This design comes from an exercise in tuning for small area, a short achievable clock period and few clock cycles on the open sky130 flow, not from production work. RTL that was checked went through simulation tests only; none was proved equivalent to the original. No activity file was given, so power comes from the tool's default toggle rates.

// hlfc_tx
module hlfc_tx (
    input  wire        clk,
    input  wire        rst,
    input  wire        cmd_valid,
    output wire        cmd_ready,
    input  wire        cmd_write,
    input  wire [7:0]  cmd_unit,
    input  wire [3:0]  cmd_area,
    input  wire [7:0]  cmd_bank,
    input  wire [15:0] cmd_begin,
    input  wire [15:0] cmd_count,
    output wire        sts_valid,
    output wire [7:0]  sts_code,
    input  wire        wd_valid,
    output wire        wd_ready,
    input  wire [15:0] wd_data,
    output wire        tx_valid,
    input  wire        tx_ready,
    output wire [7:0]  tx_data,
    output wire        tx_last
);
Size: roughly 700 cells after synthesis, about 76 flip-flops.
clock: 12.0 ns
lec_check: 0
cap_margin: 20
core_margin: 2
core_utilization: 50
cts_buf_list: sky130_fd_sc_hd__clkbuf_8
slew_margin: 20
standard.sh (not shown) runs the stock make flow with config.mk's settings and CLKGATE_MAP_FILE= SYNTH_SCRIPT=/design/flow/synth_recipe.tcl, a recipe that flattens the netlist after the stock synthesis.
==> flow/flow/run.sh <==
#!/bin/bash
# Own layout flow: the standard ORFS flow (standard.sh), with two changes to how
# the layout is made:
#  - the port buffers that ORFS inserts on every input and output are buf_1 cells
#    instead of the default choice (a slow delay buffer);
#  - repair_timing (floorplan, CTS and global-route stages) works towards a setup
#    slack margin, so it sizes up the gates of paths that are far slower than they
#    need to be.
# The clock period, the SDC, synthesis, floorplan, power grid and tap cells are the
# standard flow's. Every tool's output goes to a log in this folder (and ORFS keeps
# its own per-step logs under orfs/logs).
set -euo pipefail
export BUFFER_PORTS_ARGS="-buffer_cell sky130_fd_sc_hd__buf_1"
export SETUP_SLACK_MARGIN="8.6"
bash standard.sh > standard_flow.log 2>&1
Testbench counts at the start, summed over its fixed seeds: cycles 65,848.
Change:
--- a/flow/flow/run.sh
+++ b/flow/flow/run.sh
@@ -14 +14 @@
-export SETUP_SLACK_MARGIN="8.6"
+export SETUP_SLACK_MARGIN="${OWN_SETUP_MARGIN:-8.4}"
Settings changed: CORE_UTILIZATION 50 to 65.
Die area drops by 22%.
Hold slack gains 0.019 ns.
Synthesized area is unchanged.
Design area drops by 3.2%.
Change:
Settings changed: CORE_UTILIZATION 65 to 50.
The changed run passed the timing, DRC and antenna checks.
Via count fell by 3.6%.
Fmax rose by 2.0%.
Combinational power is about the same.
First-iteration DRC count fell by 6.0%.
Routed wire length rose by 2.8%.
Count of clock-buffer cells in the layout stays the same.
Register-to-register slack improves by 0.04 ns.
Sequential cell count stays the same.
Clock skew fell by 0.0048 ns.


Setup of indigo:
hlfc_tx, a different RTL version from the one above (not shown whole).
Size: roughly 95 I/O pins, ~0.0061 mm² of cells after synthesis.
==> flow/config.mk <==
export PLATFORM = sky130hd
export DESIGN_NAME = hlfc_tx
export DESIGN_NICKNAME = hlfc_tx
export VERILOG_FILES = /design/flow/design.v
export SDC_FILE = /design/flow/constraint.sdc
export NUM_CORES = 4
export LEC_CHECK = 0
export CAP_MARGIN = 20
export CORE_MARGIN = 2
export CORE_UTILIZATION = 50
export CTS_BUF_LIST = sky130_fd_sc_hd__clkbuf_8
export SLEW_MARGIN = 20
==> flow/constraint.sdc <==
create_clock -name core_clock -period 12.0 [get_ports {clk}]
set_input_delay 2.4000 -clock core_clock [delete_from_list [all_inputs] [get_ports {clk}]]
set_output_delay 2.4000 -clock core_clock [all_outputs]
set_load 0.01 [all_outputs]
==> flow/flow/run.sh <==
#!/bin/bash
# Own layout flow: the standard ORFS flow (standard.sh), with these changes to
# how the layout is made:
#  - the port buffers that ORFS inserts on every input and output are buf_1 cells
#    instead of the default choice (a slow delay buffer);
#  - repair_timing (floorplan, CTS and global-route stages) works towards a setup
#    slack margin, so it sizes up the gates of paths that are far slower than they
#    need to be, and may size a cell to one with another footprint.
# The clock period, the SDC, synthesis, floorplan, power grid and tap cells are the
# standard flow's. Every tool's output goes to a log in this folder (and ORFS keeps
# its own per-step logs under orfs/logs).
set -euo pipefail
export BUFFER_PORTS_ARGS="-buffer_cell sky130_fd_sc_hd__buf_1"
export SETUP_SLACK_MARGIN="8.6"
bash standard.sh MATCH_CELL_FOOTPRINT=0 finish > standard_flow.log 2>&1
indigo: done, clean on timing, DRC and antenna
Input changes introduced in sierra (baseline for comparison: indigo):
diff --git a/flow/flow/run.sh b/flow/flow/run.sh
--- a/flow/flow/run.sh
+++ b/flow/flow/run.sh
@@ -4 +4 @@
-#  - the port buffers that ORFS inserts on every input and output are buf_1 cells
+#  - the port buffers that ORFS inserts on every input and output are buf_2 cells
@@ -13 +13 @@
-export BUFFER_PORTS_ARGS="-buffer_cell sky130_fd_sc_hd__buf_1"
+export BUFFER_PORTS_ARGS="-buffer_cell sky130_fd_sc_hd__buf_2"
Notes after the runs:
sierra and indigo ended up with nearly the same global-route wire length before repair. Changes observed in sierra relative to indigo: met1 track demand over resource now sits lower; final clock period utilization by the worst path now sits higher; layout overhead on the synthesized area now sits higher. sierra vs. indigo: total of cells resized after clock tree synthesis went down, number of enable flip-flop cells after synthesis did not really move, cell area after placement went up, register-to-register slack went down.
Modified inputs, delta compared to sierra
diff --git a/flow/flow/run.sh b/flow/flow/run.sh
--- a/flow/flow/run.sh
+++ b/flow/flow/run.sh
@@ -2,2 +2,2 @@
-# Own layout flow: the standard ORFS flow (standard.sh), with these changes to
-# how the layout is made:
+# Own layout flow: the standard ORFS flow (standard.sh), with two changes to how
+# the layout is made:
@@ -8 +8 @@
-#    need to be, and may size a cell to one with another footprint.
+#    need to be.
@@ -14,2 +14,2 @@
-export SETUP_SLACK_MARGIN="8.6"
-bash standard.sh MATCH_CELL_FOOTPRINT=0 finish > standard_flow.log 2>&1
+export SETUP_SLACK_MARGIN="${OWN_SETUP_MARGIN:-8.4}"
+bash standard.sh > standard_flow.log 2>&1
Findings:
Compared delta vs sierra, and switching portion of total power is up in delta. Changes observed in delta relative to sierra: utilization now sits lower; register area essentially unchanged; post-detailed-placement cell area dropped about 1.1%; share of cell area taken by flip-flops and latches up 1.2 points. | overall power consumption | higher: sierra |. Going from sierra to delta, clock network power shrinks by 9.9%. As far as synthesized cell count goes, delta and sierra are indistinguishable; the numbers are identical.
Function was not checked in any run of this note: the RTL went through the layout flow alone.

[re-timing with driven ports]
In the flow no input, the clock included, has a driving cell. The finished layouts below were timed again as built, in two steps.
Step 1 (the two cells are an assumption about what drives the block):
set clk [get_ports {clk}]
set_driving_cell -lib_cell sky130_fd_sc_hd__clkbuf_16 $clk
set_driving_cell -lib_cell sky130_fd_sc_hd__buf_2 [delete_from_list [all_inputs] $clk]
Step 2 adds t to the input delays and takes it off the output delays; t is the mean of the earliest and latest rising clock arrival at the registers after step 1. Input paths then give back, and output paths get back, about the clock's delay inside the block.
Three values: ideal, step 1, step 2; two values: the first two.
| run | shift t [ns] | setup WS [ns] | latest minus earliest clock arrival (ns) |
|---|---|---|---|
| the first run of note 1 | 0.412 | 8.568 / 8.532 / 8.265 | 0.012 / 0.012 |
| the second run of note 1 | 0.391 | 8.445 / 8.454 / 8.063 | 0.016 / 0.016 |
| the third run of note 1 | 0.408 | 8.514 / 8.493 / 8.122 | 0.012 / 0.012 |
| indigo | 0.402 | 8.104 / 8.109 / 7.707 | 0.014 / 0.014 |
| sierra | 0.401 | 8.034 / 8.048 / 7.647 | 0.009 / 0.010 |
| delta | 0.397 | 8.056 / 8.068 / 7.672 | 0.014 / 0.015 |
After both steps setup and hold are still met in every run listed. The setup slack of indigo, which loses most, moves by +0.005 ns with the drivers and by -0.397 ns with both steps.
